This is an optimization exercise on Yosys and OpenROAD, whose aim is small area, a short achievable clock period and few clock cycles per item, not a production implementation.
No functional check of the RTL was part of any run shown here.
Power is estimated from default activity; no workload was simulated.

[flow/design.v]
module mm_muldiv (
    input  wire        clk,
    input  wire        rst,       
    input  wire        start,     
    input  wire [1:0]  op,
    input  wire [23:0] a_in,
    input  wire [23:0] l_in,
    input  wire [23:0] m_in,
    output wire        busy,
    output reg         done,      
    output wire [23:0] a_out,
    output wire [23:0] l_out,
    output wire        err
);
    localparam OP_SMP = 2'd1;
    localparam OP_MPM = 2'd2;
    localparam OP_DIV = 2'd3;
    localparam PH_MUL  = 3'd1;    
    localparam PH_CHK  = 3'd2;    
    localparam PH_PRE  = 3'd3;    
    localparam PH_DIV  = 3'd4;    
    localparam PH_DEN  = 3'd5;    
    reg        busy_r;
    reg [2:0]  ph;
    reg [5:0]  cnt;        
    reg [3:0]  k2;         
    reg        mf;         
    reg        ovf;        
    reg        dz;         
    reg        sgn_q;      
    reg        sgn_r;      
    reg        bprev;      
    reg [22:0] mr;         
    reg [23:0] r;          
    reg [23:0] q;          
    assign busy = busy_r;
    wire        is_div  = (op == OP_DIV);
    wire        is_smp  = (op == OP_SMP);
    wire        m_zero  = (m_in[22:0] == 23'd0);
    wire        ld_dz   = is_div & m_zero;
    wire [23:0] r_load  = is_div ? {1'b0, (m_zero ? l_in[22:0] : a_in[22:0])} : 24'd0;
    wire [23:0] q_load  = is_smp ? {15'd0, a_in[22:14]} :
                          (is_div & !m_zero) ? {l_in[0], 1'b0, l_in[22:1]} :
                          {1'b0, a_in[22:0]};
    wire [22:0] m_load  = is_smp ? {m_in[22:14], 14'd0} : m_in[22:0];
    wire ph_mul = (ph == PH_MUL);
    wire ph_den = (ph == PH_DEN);
    wire ph_div = (ph == PH_DIV);
    wire ph_pre = (ph == PH_PRE) | (ph == PH_CHK);
    wire shr    = ph_mul | ph_den;           
    wire b_one = ph_mul ? (q[0] ^ bprev) : !ph_den;
    wire b_two = ph_mul & ((q[1] & !q[0] & !bprev) | (!q[1] & q[0] & bprev));
    wire b_neg = ph_mul ? q[1] : !ph_den;
    wire [25:0] y_mag = b_one ? {3'd0, mr} : b_two ? {2'd0, mr, 1'b0} : 26'd0;
    wire [25:0] y     = y_mag ^ {26{b_neg}};
    wire [25:0] x     = ph_div ? {2'b00, r[22:0], q[22]} : {{2{r[23]}}, r};
    wire [25:0] t     = x + y + {25'd0, b_neg};
    wire        ge    = !t[25];
    wire        qin   = ph_pre ? q[23] : (ovf ? 1'b0 : ge);
    wire        mr_sh = (ph == PH_PRE) && (mr[22:21] == 2'b00);
    always @(posedge clk) begin
        if (!busy_r) begin
            r     <= r_load;
            q     <= q_load;
            mr    <= m_load;
            bprev <= 1'b0;
            k2    <= 4'd0;
            mf    <= !op[0];
            ovf   <= 1'b0;
            dz    <= ld_dz;
            sgn_q <= (op == OP_MPM) ? 1'b0 : (ld_dz ? a_in[23] : a_in[23] ^ m_in[23]);
            sgn_r <= is_div & (m_zero ? l_in[23] : a_in[23]);
        end else begin
            if (shr) begin
                r <= t[25:2];
                q <= {t[1:0], q[23:2]};
            end else begin
                r <= ge ? t[23:0] : x[23:0];
                q <= {q[22:0], qin};
            end
            bprev <= q[1];
            if (mr_sh) begin
                mr <= {mr[20:0], 2'b00};
                k2 <= k2 + 4'd1;
            end
            if (ph == PH_CHK)
                ovf <= ge;
        end
    end
    always @(posedge clk) begin
        if (rst) begin
            busy_r <= 1'b0;
            done   <= 1'b0;
            ph     <= 3'd0;
        end else begin
            done <= 1'b0;
            if (!busy_r) begin
                if (start) begin
                    if (ld_dz) begin
                        done <= 1'b1;
                    end else begin
                        busy_r <= 1'b1;
                        ph     <= is_div ? PH_CHK : PH_MUL;
                        cnt    <= is_smp ? 6'd6 : 6'd11;
                    end
                end
            end else begin
                cnt <= cnt - 6'd1;
                case (ph)
                    PH_CHK: begin
                        ph  <= ge ? PH_PRE : PH_DIV;
                        cnt <= ge ? 6'd23 : 6'd22;
                    end
                    PH_PRE: if (cnt == 6'd0) begin
                        ph  <= PH_DIV;
                        cnt <= 6'd22 + {1'b0, k2, 1'b0};
                    end
                    PH_DIV: if (cnt == 6'd0) begin
                        if (ovf && k2 != 4'd0) begin
                            ph  <= PH_DEN;
                            cnt <= {2'b00, k2} - 6'd1;
                        end else begin
                            busy_r <= 1'b0;
                            done   <= 1'b1;
                            ph     <= 3'd0;
                        end
                    end
                    default: if (cnt == 6'd0) begin    
                        busy_r <= 1'b0;
                        done   <= 1'b1;
                        ph     <= 3'd0;
                    end
                endcase
            end
        end
    end
    assign a_out = {sgn_q, mf ? {r[21:0], q[23]} : (ovf ? 23'h7FFFFF : q[22:0])};
    assign l_out = {sgn_r & (dz | (r[22:0] != 23'd0)), mf ? q[22:0] : r[22:0]};
    assign err   = ovf | dz;
endmodule
[flow/run.sh]
#!/bin/bash
# synth_recipe.tcl (not shown) runs the flow's synth.tcl, then flattens the netlist and writes it again
# the make line also repeats each setting of config.mk as NAME=value (left out here)
make -C /OpenROAD-flow-scripts/flow DESIGN_CONFIG=/design/flow/config.mk WORK_HOME=/design/flow/orfs CLKGATE_MAP_FILE= SYNTH_SCRIPT=/design/flow/synth_recipe.tcl finish
[flow/config.mk]
export PLATFORM = sky130hd
export DESIGN_NAME = mm_muldiv
export DESIGN_NICKNAME = mm_muldiv
export VERILOG_FILES = /design/flow/design.v
export SDC_FILE = /design/flow/constraint.sdc
export NUM_CORES = 4
export LEC_CHECK = 0
export CAP_MARGIN = 20
export CORE_MARGIN = 2
export CORE_UTILIZATION = 40
export SLEW_MARGIN = 20
[flow/constraint.sdc]
create_clock -name core_clock -period 5.0 [get_ports {clk}]
set_input_delay 1.0000 -clock core_clock [delete_from_list [all_inputs] [get_ports {clk}]]
set_output_delay 1.0000 -clock core_clock [all_outputs]
set_load 0.01 [all_outputs]
==> results of run 1 <==
routing by layer:
| metal | track usage | vias up | share of wire |
|---|---|---|---|
| li1 | - | 3602 | - |
| met1 | 0.368 | 3517 | 0.49 |
| met2 | 0.366 | 307 | 0.42 |
| met3 | 0.0253 | 27 | 0.071 |
| met4 | 0.0753 | 0 | 0.020 |
| met5 | 0 | - | 0 |
state kept, by name (all words and copies together) (netlist names):
| name | flops |
|---|---|
| q | 24 |
| r | 24 |
| mr | 23 |
| cnt | 6 |
| k2 | 4 |
| ph | 3 |
| bprev | 1 |
| busy_r | 1 |
| done | 1 |
| dz | 1 |
| mf | 1 |
| ovf | 1 |
| sgn_q | 1 |
| sgn_r | 1 |
logic make-up (layout without fill, tap and decap cells):
kind of cell,after synthesis,count (layout),synth area share
buffers and inverters,88,177,0.0477
AO/OA/AOI/OAI,252,252,0.222
XOR/XNOR,57,57,0.0643
flip-flops,92,92,0.280
adder cells (fa/ha/maj),30,30,0.0493
AND/OR/NAND/NOR,295,295,0.170
multiplexers,125,125,0.167
cells in the final DEF (no fill, tap or decap), types with 4 or more instances in the layout:
master           netlist  layout
nand2_1              144     144
clkdlybuf4s50_1        0     127
mux2i_1               92      92
nor2_1                62      61
dfxtp_1               59      59
o21ai_0               52      51
a21oi_1               47      47
xnor2_1               38      38
edfxtp_1              33      33
mux2_2                32      32
ha_1                  29      29
a22oi_1               24      24
o221ai_1              20      20
xor2_1                19      19
inv_1                 18      18
a21o_1                16      16
o22ai_1               16      16
buf_4                  1      15
nor3_1                14      13
nand3_1               12      12
a22o_1                12      12
nor4_1                11      11
nor2b_1               10      10
clkbuf_16              0       9
nand4_1                8       8
o211ai_1               8       8
a31oi_1                6       6
or2_2                  6       6
nand2b_1               6       6
o31ai_1                5       5
o21ai_1                4       5
o21a_1                 5       5
and2_1                 5       5
a221oi_1               4       4
or3_1                  4       4
a211oi_1               4       4
report_power, final:
group | internal (mW) | total [mW] | switching [mW] | leakage (nW)
combinational | 1.31 | 2.97 | 1.66 | 2.89
clock | 0.393 | 0.721 | 0.328 | 0.140
sequential | 0.943 | 1.20 | 0.255 | 0.829
total | 2.64 | 4.88 | 2.24 | 3.85
how the worst max path moves through the flow:
stage	startpoint	to	slack [ns]
final	ph[0]	r[9]	0.58
after global routing	ph[0]	cnt[0]	0.19
after CTS	ph[0]	r[15]	0.58
after detailed placement	ph[0]	r[9]	0.60
after global placement	ph[0]	r[9]	0.67
after floorplan	ph[1]	cnt[0]	1.06
area by class of cell:
class	count	area [sq um]
sequential	92	2170
clock inverter	6	71.3
fill	1848	9410
timing repair buffer	142	1380
tap	260	325
multi-input combinational	759	5240
inverter	19	71.3
clock buffer	10	229
through the flow:
step / std cells / total power [mW]
floorplan: 939 / 3.26
global placement: 1272 / 4.11
detailed placement: 1272 / 4.11
CTS: 1288 / 4.84
global route: 1288 / 5.20
finish: 1288 / 4.88
worst max-delay path, stage by stage (launching register included):
cell and delay, ns:
dfxtp_1 0.60, nor2b_1 0.19, buf_4 0.23, o21ai_1 0.10, buf_4 0.22, a22oi_1 0.24, xnor2_1 0.10, ha_1 0.41
and4_1 0.25, o2bb2ai_1 0.12, a311oi_1 0.50, o221a_2 0.35, a21oi_4 0.08, or2_1 0.21, buf_4 0.25, mux2i_1 0.16
a221o_1 0.29
synthesized netlist by cell type, drive strengths merged (3+ instances only):
library cell / count / share of area
or3: 4 / 0.0032
nor2b: 10 / 0.0081
a21o: 16 / 0.015
nor2: 63 / 0.031
o221ai: 20 / 0.023
mux2: 32 / 0.046
a22oi: 24 / 0.023
or2: 7 / 0.0056
inv: 19 / 0.0092
nand2b: 6 / 0.0048
nand2: 145 / 0.070
o21bai: 3 / 0.0029
o21ai: 57 / 0.037
a22o: 12 / 0.014
nor3b: 3 / 0.0044
o21a: 5 / 0.0048
nor4: 11 / 0.0089
xnor2: 38 / 0.043
and2: 5 / 0.0040
dfxtp: 59 / 0.15
a211o: 3 / 0.0034
nand3: 12 / 0.0077
o31ai: 5 / 0.0048
a31oi: 6 / 0.0048
mux2i: 93 / 0.12
a221oi: 5 / 0.0064
a211oi: 5 / 0.0064
clkbuf: 49 / 0.024
xor2: 19 / 0.021
edfxtp: 33 / 0.13
ha: 29 / 0.047
a21oi: 48 / 0.032
o2bb2ai: 3 / 0.0034
and3: 3 / 0.0024
nor3: 14 / 0.0090
o211ai: 8 / 0.0077
buf: 20 / 0.015
nand4: 8 / 0.0064
o22ai: 16 / 0.013
==> flow_metrics.env, run 1 <==
export IMPL_die_h_microns=143
export IMPL_numClockSinks=92
export IMPL_fp_row_count=50
export IMPL_final_nets=1130
export IMPL_synth_edf_count=33
export IMPL_route_detailed_drc=0
export IMPL_yosysSeqAreaShare=0.280
export IMPL_reg2reg_to="r[9]"
export IMPL_drt_vias_per_instance=5.79
export IMPL_area_growth_pct=22.2
export IMPL_place_hpwl_microns=19300
export IMPL_p_leak_nw=3.85
export IMPL_rrSetupSlack_ns=0.58
export IMPL_cts_buffers=9
export IMPL_reg2reg_from="ph[0]"
export IMPL_ys_seq_elements=92
export IMPL_setup_violations=0
export IMPL_layout_min_cycle_time_ns=4.42
export IMPL_antenna_left=0
export IMPL_dr_pass1_iters=5
export IMPL_fin_tns_setup_ns=0
export IMPL_cp_required_ns=5.25
export IMPL_drive_above_1_share=0.0807
export IMPL_critPathKind="reg -> reg"
export IMPL_fmax_ghz=0.226
export IMPL_fin_area_sq_mm=0.00949
export IMPL_synthArstFlopShare=0
export IMPL_fin_skew_ns=0.00974
export IMPL_worstPathMaxFanout=23
export IMPL_port_buffers=127
export IMPL_outcome="timing/DRC/antenna clean"
export IMPL_overflow=0
export IMPL_vias=7453
export IMPL_synth_cell_type_count=72
export IMPL_worst_r2r_cell_count=16
export IMPL_cts_hold_buf=0
export IMPL_grt_max_degree=70
export IMPL_core_area_sq_mm=0.0189
export IMPL_initial_core_util=0.411
export IMPL_ys_flop_type="dfxtp_1"
export IMPL_post_dp_cell_area_sq_mm=0.00919
export IMPL_timing_max_cap_violations=0
export IMPL_place_ws_ns=0.599
export IMPL_diodes=0
export IMPL_cts_path_max_buffers=2
export IMPL_grt_pass1_wl_microns=38800
export IMPL_syn_instance_count=939
export IMPL_rsz0062_at_grt="false"
export IMPL_cts_root_buf="clkbuf_16"
export IMPL_hold_violations=0
export IMPL_syn_nets=1046
export IMPL_die_w_microns=143
export IMPL_syn_area_sq_mm=0.00776
export IMPL_route_detailed_wl_per_inst_microns=19.4
export IMPL_maxSlewHeadroom=0.290
export IMPL_post_cts_buffers=0
export IMPL_tightest_slew_ns=1.06
export IMPL_hold_depth=2
export IMPL_routed_wl_microns=25000
export IMPL_hold_slack_ns=0.574
export IMPL_drt_iter0_markers=598
export IMPL_worst_ep_arrival_time_ns=4.67
export IMPL_yosysWarningCount=1
export IMPL_cts_resized=0
export IMPL_syn_area_per_cell_sq_um=8.27
export IMPL_peakVddDrop_mv=0.289
export IMPL_clk_pin_slew_ns=0.07
export IMPL_crit_path_end_kind="register"
export IMPL_antenna_found_initial=0
export IMPL_hp_start="q[23]"
export IMPL_start_kind="register"
export IMPL_ioPinCount=128
export IMPL_clk_insertion_delay_late_ns=0.35
export IMPL_post_route_util=0.502
export IMPL_hold_end="q[0]"
export IMPL_grtUsageTotal=0.244
export IMPL_period_share=0.884
export IMPL_cts_tree="built"
export IMPL_grt_pass1_vias=6764
export IMPL_powerDensity_mw_per_mm2=515
export IMPL_slew_violations=0
export IMPL_h_tree_depth=3
export IMPL_hp_class="reg -> reg"
export IMPL_setup_ws_ns=0.579
export IMPL_die_area_sq_mm=0.0205
export IMPL_gp_routability_congestion=0.878
==> inputs of run 2 (changes only) <==
--- a/flow/config.mk
+++ b/flow/config.mk
@@ -9,3 +9,4 @@
 export CORE_MARGIN = 2
 export CORE_UTILIZATION = 40
+export SETUP_SLACK_MARGIN = 1.5
 export SLEW_MARGIN = 20
==> flow_metrics.env, run 2 <==
export IMPL_outcome="timing/DRC/antenna clean"
export IMPL_syn_instance_count=939
export IMPL_peakVddDrop_mv=0.260
export IMPL_grt_pass1_wl_microns=39700
export IMPL_ioPinCount=128
export IMPL_yosysTopAreaCell="dfxtp_1"
export IMPL_cts_tree="built"
export IMPL_synth_top_cell_area_share=0.152
export IMPL_core_area_sq_mm=0.0189
export IMPL_synth_most_common_cell="nand2_1"
export IMPL_layout_commonest_cell="nand2_1"
export IMPL_start_kind="register"
export IMPL_routed_wl_microns=26400
export IMPL_initial_core_util=0.411
export IMPL_antenna_found_initial=0
export IMPL_clk_insertion_delay_late_ns=0.35
export IMPL_drt_iter0_markers=585
export IMPL_hold_depth=2
export IMPL_startpoint="q[0]"
export IMPL_ys_seq_elements=92
export IMPL_p_leak_nw=4.17
export IMPL_die_w_microns=143
export IMPL_hold_violations=0
export IMPL_grt_max_degree=70
export IMPL_timing_max_cap_violations=0
export IMPL_h_tree_depth=3
export IMPL_diodes=0
export IMPL_fin_skew_ns=0.0108
export IMPL_slew_violations=0
export IMPL_final_nets=1171
export IMPL_synth_cell_type_count=72
export IMPL_fmax_ghz=0.268
export IMPL_crit_path_end_kind="register"
export IMPL_drt_vias_per_instance=5.84
export IMPL_final_cell_mix="143 x nand2_1, 127 x clkdlybuf4s50_1, 90 x mux2i_1"
export IMPL_fin_tns_setup_ns=0
export IMPL_antenna_left=0
export IMPL_route_detailed_drc=0
export IMPL_yosysWarningCount=1
export IMPL_p_total_mw=5.62
export IMPL_reg2reg_to="r[9]"
export IMPL_syn_nets=1046
export IMPL_worst_r2r_cell_count=17
export IMPL_vias=7761
export IMPL_syn_area_per_cell_sq_um=8.27
export IMPL_drive_above_1_share=0.178
export IMPL_port_buffers=127
export IMPL_maxSlewHeadroom=0.285
export IMPL_hp_class="reg -> reg"
export IMPL_synth_area_leaders="dfxtp_1 15%, edfxtp_1 13%, mux2i_1 12%, nand2_1 7.0%, ha_1 4.7%"
export IMPL_worst_ep_arrival_time_ns=3.97
export IMPL_tightest_slew_ns=1.07
export IMPL_grtUsageTotal=0.248
export IMPL_largest_registers="q (24), r (24), mr (23)"
export IMPL_cts_hold_buf=0
export IMPL_yosysSeqAreaShare=0.280
export IMPL_hold_end="bprev"
export IMPL_ys_flop_type="dfxtp_1"
export IMPL_rsz0062_at_grt="true"
export IMPL_cts_buffers=9
export IMPL_route_detailed_wl_per_inst_microns=19.9
export IMPL_area_growth_pct=33.0
export IMPL_period_share=0.745
export IMPL_reg2reg_from="q[0]"
export IMPL_powerDensity_mw_per_mm2=544
export IMPL_synthArstFlopShare=0
export IMPL_critPathKind="reg -> reg"
export IMPL_grt_pass1_vias=7063
export IMPL_numClockSinks=92
export IMPL_place_hpwl_microns=19100
export IMPL_synthTopCellsByCount="144 x nand2_1, 92 x mux2i_1, 62 x nor2_1"
export IMPL_syn_area_sq_mm=0.00776
export IMPL_cts_root_buf="clkbuf_16"
export IMPL_synth_edf_count=33
export IMPL_die_h_microns=143
export IMPL_rrSetupSlack_ns=1.27
export IMPL_cp_required_ns=5.25
export IMPL_worstPathMaxFanout=6
export IMPL_fp_row_count=50
export IMPL_hp_start="q[1]"
export IMPL_gp_routability_congestion=0.863
export IMPL_setup_violations=0
export IMPL_cts_path_max_buffers=2
export IMPL_overflow=0
export IMPL_layout_min_cycle_time_ns=3.73
export IMPL_clk_pin_slew_ns=0.08
export IMPL_die_area_sq_mm=0.0205
export IMPL_dr_pass1_iters=6
==> run 2: logic make-up after synthesis <==
| logic type | synth area share |
|---|---|
| XOR/XNOR | 0.0643 |
| adder cells (fa/ha/maj) | 0.0493 |
| flip-flops | 0.280 |
| AND/OR/NAND/NOR | 0.170 |
| AO/OA/AOI/OAI | 0.222 |
| buffers and inverters | 0.0477 |
| multiplexers | 0.167 |
==> run 2: routing by layer <==
layer	up-vias	global-route usage	part of all wire
met4	0	0.0748	0.024
met5	-	0	0
met3	34	0.0253	0.061
li1	3711	-	-
met1	3696	0.378	0.48
met2	320	0.368	0.43
==> run 2: report_power, final <==
group / internal (mW) / total, mW / switching, mW
logic: 1.80 / 3.72 / 1.93
registers: 0.945 / 1.20 / 0.259
clock network: 0.347 / 0.689 / 0.342
total: 3.09 / 5.62 / 2.53
==> run 2: timing repair <==
| item | in CTS | in global routing |
|---|---|---|
| pin swaps | 3 | 40 |
| gates cloned | 2 | 2 |
| buffers inserted | 13 | 23 |
| resized for setup | 27 | 66 |
| setup endpoints to repair | 30 | 30 |
==> run 2: through the flow <==
step | cell area [sq um] | util | cells | worst slack [ns] | hold slack, ns
after CTS | 9800 | 0.519 | 1304 | 1.32 | 0.499
after detailed placement | 9270 | 0.491 | 1273 | 1.01 | 0.551
after global routing | 10300 | 0.547 | 1329 | 1.14 | 0.498
final | 10300 | 0.547 | 1329 | 1.27 | 0.486
after global placement | 9270 | 0.491 | 1273 | 1.04 | 0.551
after floorplan | 7890 | - | 939 | 1.51 | 0.478
==> run 2: worst max-delay path: stages (launching register included) <==
cell      delay (ns)
dfxtp_4         0.41
and3_4          0.21
a21oi_4         0.04
nor3_4          0.19
buf_6           0.16
buf_8           0.13
a22oi_2         0.08
xnor2_2         0.22
ha_4            0.23
a21o_1          0.21
a21o_1          0.19
a311oi_2        0.35
o221a_4         0.25
a21oi_4         0.07
or2_4           0.29
buf_12          0.16
mux2i_1         0.12
a221o_1         0.32
==> run 2: how the worst max path moves through the flow <==
stage	endpoint	slack, ns	depth (start not counted)
after floorplan	cnt[0]	1.51	16
after global placement	r[9]	1.04	15
after detailed placement	r[9]	1.01	15
after CTS	r[9]	1.32	17
after global routing	r[9]	1.14	17
final	r[9]	1.27	17
==> run 2: final cells by class <==
cell class | instances | area (sq um)
well taps | 260 | 325
inverters | 19 | 85.1
multi-input cells | 759 | 5620
fillers | 1801 | 8570
repair buffers | 183 | 1820
flip-flops and latches | 92 | 2190
clock inverters | 7 | 57.6
clock buffers | 9 | 225
==> inputs of run 3 (changes only) <==
--- a/flow/config.mk
+++ b/flow/config.mk
@@ -6,7 +6,7 @@
 export NUM_CORES = 4
 export LEC_CHECK = 0
+export ABC_AREA = 1
 export CAP_MARGIN = 20
 export CORE_MARGIN = 2
 export CORE_UTILIZATION = 40
-export SETUP_SLACK_MARGIN = 1.5
 export SLEW_MARGIN = 20
==> flow_metrics.env, run 3 <==
export IMPL_area_growth_pct=21.9
export IMPL_worst_ep_arrival_time_ns=4.34
export IMPL_rsz0062_at_grt="false"
export IMPL_critPathKind="reg -> reg"
export IMPL_syn_nets=1378
export IMPL_syn_area_sq_mm=0.00804
export IMPL_crit_path_end_kind="register"
export IMPL_antenna_found_initial=0
export IMPL_hold_violations=0
export IMPL_layout_min_cycle_time_ns=4.10
export IMPL_fin_skew_ns=0.0154
export IMPL_p_leak_nw=4.37
export IMPL_grt_busiest_layer="met2"
export IMPL_cts_buffers=9
export IMPL_numClockSinks=92
export IMPL_slew_violations=0
export IMPL_synthTopCellsByCount="291 x nand2_1, 192 x o21ai_0, 162 x inv_1"
export IMPL_largest_registers="q (24), r (24), mr (23)"
export IMPL_start_kind="register"
export IMPL_grt_pass1_wl_microns=46900
export IMPL_drt_iter0_markers=759
export IMPL_cts_root_buf="clkbuf_16"
export IMPL_hp_class="reg -> reg"
export IMPL_fin_area_sq_mm=0.00980
export IMPL_final_nets=1466
export IMPL_worstPathMaxFanout=22
export IMPL_fmax_ghz=0.244
export IMPL_synth_cell_type_count=48
export IMPL_drive_above_1_share=0.0433
export IMPL_antenna_left=0
export IMPL_setup_violations=0
export IMPL_fp_row_count=51
export IMPL_tightest_slew_ns=0.970
export IMPL_route_detailed_wl_per_inst_microns=18.6
export IMPL_p_sw_mw=2.26
export IMPL_use_met3=0.0571
export IMPL_gp_routability_congestion=0.917
export IMPL_die_w_microns=146
export IMPL_met1_usage=0.405
export IMPL_cp_required_ns=5.24
export IMPL_syn_instance_count=1271
export IMPL_dr_pass1_iters=7
export IMPL_yosysWarningCount=1
export IMPL_layout_commonest_cell="nand2_1"
export IMPL_ioPinCount=128
export IMPL_initial_core_util=0.411
export IMPL_cts_tree="built"
export IMPL_timing_max_cap_violations=0
export IMPL_cts_resized=0
export IMPL_yosysSeqAreaShare=0.270
export IMPL_maxSlewHeadroom=0.352
export IMPL_use_met2=0.422
export IMPL_cts_path_max_buffers=2
export IMPL_grt_max_degree=61
export IMPL_core_area_sq_mm=0.0196
export IMPL_cts_hold_buf=0
export IMPL_synth_top_cell_area_share=0.147
export IMPL_vias=8993
export IMPL_drt_vias_per_instance=5.52
export IMPL_diodes=0
export IMPL_die_h_microns=146
export IMPL_h_tree_depth=3
export IMPL_grt_pass1_vias=8444
export IMPL_grtUsageTotal=0.281
export IMPL_p_int_mw=2.26
export IMPL_port_buffers=127
export IMPL_power_share_clock=0.162
export IMPL_clk_insertion_delay_late_ns=0.36
export IMPL_synth_most_common_cell="nand2_1"
export IMPL_ys_seq_elements=92
export IMPL_synth_area_leaders="dfxtp_1 15%, nand2_1 14%, edfxtp_1 12%, o21ai_0 12%, inv_1 7.6%"
export IMPL_seq_power_share=0.226
export IMPL_switching_share=0.499
export IMPL_route_detailed_drc=0
export IMPL_yosysTopAreaCell="dfxtp_1"
export IMPL_syn_area_per_cell_sq_um=6.33
export IMPL_period_share=0.821
export IMPL_outcome="timing/DRC/antenna clean"
export IMPL_place_hpwl_microns=23600
export IMPL_synthArstFlopShare=0
export IMPL_post_cts_buffers=0
export IMPL_post_dp_cell_area_sq_mm=0.00947
export IMPL_overflow=0
export IMPL_die_area_sq_mm=0.0213
export IMPL_clk_pin_slew_ns=0.07
export IMPL_routed_wl_microns=30200
export IMPL_pwr_share_comb=0.612
export IMPL_final_cell_mix="291 x nand2_1, 192 x o21ai_0, 162 x inv_1"
export IMPL_fin_tns_setup_ns=0
export IMPL_ys_flop_type="dfxtp_1"
export IMPL_synth_edf_count=33
export IMPL_peakVddDrop_mv=0.215
export IMPL_powerDensity_mw_per_mm2=461
run 3: cell count changes after synthesis, sizes merged, moves of 44 or more:
| cell | change |
|---|---|
| nor2 | +44 |
| nand3 | +69 |
| inv | +149 |
| mux2i | -93 |
| o21ai | +136 |
| nand2 | +155 |
run 3: final timing paths:
kind / from / endpoint / slack, ns / cells past startpoint
max: ph[0] / r[22] / 0.90 / 21
max reg2reg: ph[0] / r[22] / 0.90 / 21
min: q[23] / q[21] / 0.55 / 2
min reg2reg: q[23] / q[21] / 0.55 / 2
run 3: power by group through the flow:
stage,logic (mW),clock network (mW),registers [mW]
after floorplan,1.90,0,0.993
after global placement,2.73,0,1.03
after detailed placement,2.71,0,1.03
after CTS,2.73,0.738,1.02
after global routing,3.05,0.774,1.04
final,2.76,0.732,1.02
run 3: worst max-delay path, cell delays in order, from the launching register on:
cell and delay (ns):
dfxtp_1 0.40, inv_2 0.08, nor2_4 0.22, nand2_1 0.13, inv_1 0.56, o22ai_1 0.18
xor2_1 0.19, ha_1 0.40, nand3_1 0.09, nand2_1 0.21, a21oi_1 0.10, buf_4 0.17
o21ai_0 0.41, nand2_1 0.18, nand2_1 0.13, nand3_1 0.15, nand2_1 0.10, nand2_1 0.05
nand3_1 0.08, nand2_1 0.05, nand2_1 0.05, nand2_1 0.05
run 3: cells by family (layout without fill, tap and decap cells):
logic type / after synthesis / count (layout) / synth area share
adders and majority gates: 30 / 30 / 0.0476
buffers and inverters: 232 / 325 / 0.113
AOI/OAI and AO/OA: 350 / 350 / 0.245
and+or+nand+nor: 527 / 527 / 0.281
DFF: 92 / 92 / 0.270
xor gates and xnor gates: 40 / 40 / 0.0436
run 3: routing by layer:
metal	part of all wire	wire, microns
met1	0.48	14400
met3	0.074	2240
met2	0.42	12800
met4	0.025	752
met5	0	0
run 3: cell type report:
type / instances / area [sq um]
well taps: 265 / 332
fillers: 2037 / 9790
inverters: 169 / 634
flip-flops and latches: 92 / 2170
repair buffers: 140 / 1390
clock buffers: 9 / 225
clock inverters: 7 / 85.1
multi-input cells: 947 / 4960
run 3: stage by stage:
stage / cells / hold WS, ns / power (mW) / util / setup slack, ns
2_1_floorplan: 1271 / 0.497 / 2.90 / - / 1.75
3_3_place_gp: 1612 / 0.541 / 3.76 / 0.483 / 0.888
3_5_place_dp: 1612 / 0.548 / 3.74 / 0.483 / 0.995
4_1_cts: 1628 / 0.554 / 4.48 / 0.499 / 0.940
5_1_grt: 1629 / 0.595 / 4.86 / 0.500 / 0.570
6_report: 1629 / 0.553 / 4.52 / 0.500 / 0.896

==> afterwards: timing with drivers on the ports <==
How much do the figures lean on ideal ports? The routed layouts below were timed once more, with nothing changed but the port constraints.
Step 1 assumes that a clkbuf_16 drives the clock port and a buf_2 every other input.
Step 2 also shifts input and output timing later by t, the mid clock arrival at the registers, as if the neighbouring blocks saw the same clock.
a / b / c = ideal / step 1 / step 2; a / b = the first two.
| run | t, ns | setup slack, ns | worst hold slack (ns) |
|---|---|---|---|
| run 1 | 0.394 | 0.579 / 0.579 / 0.579 | 0.574 / 0.574 / 0.574 |
| run 2 | 0.395 | 1.273 / 1.273 / 1.273 | 0.486 / 0.486 / 0.486 |
| run 3 | 0.402 | 0.896 / 0.896 / 0.896 | 0.553 / 0.553 / 0.553 |
After both steps every run listed still meets setup and hold.
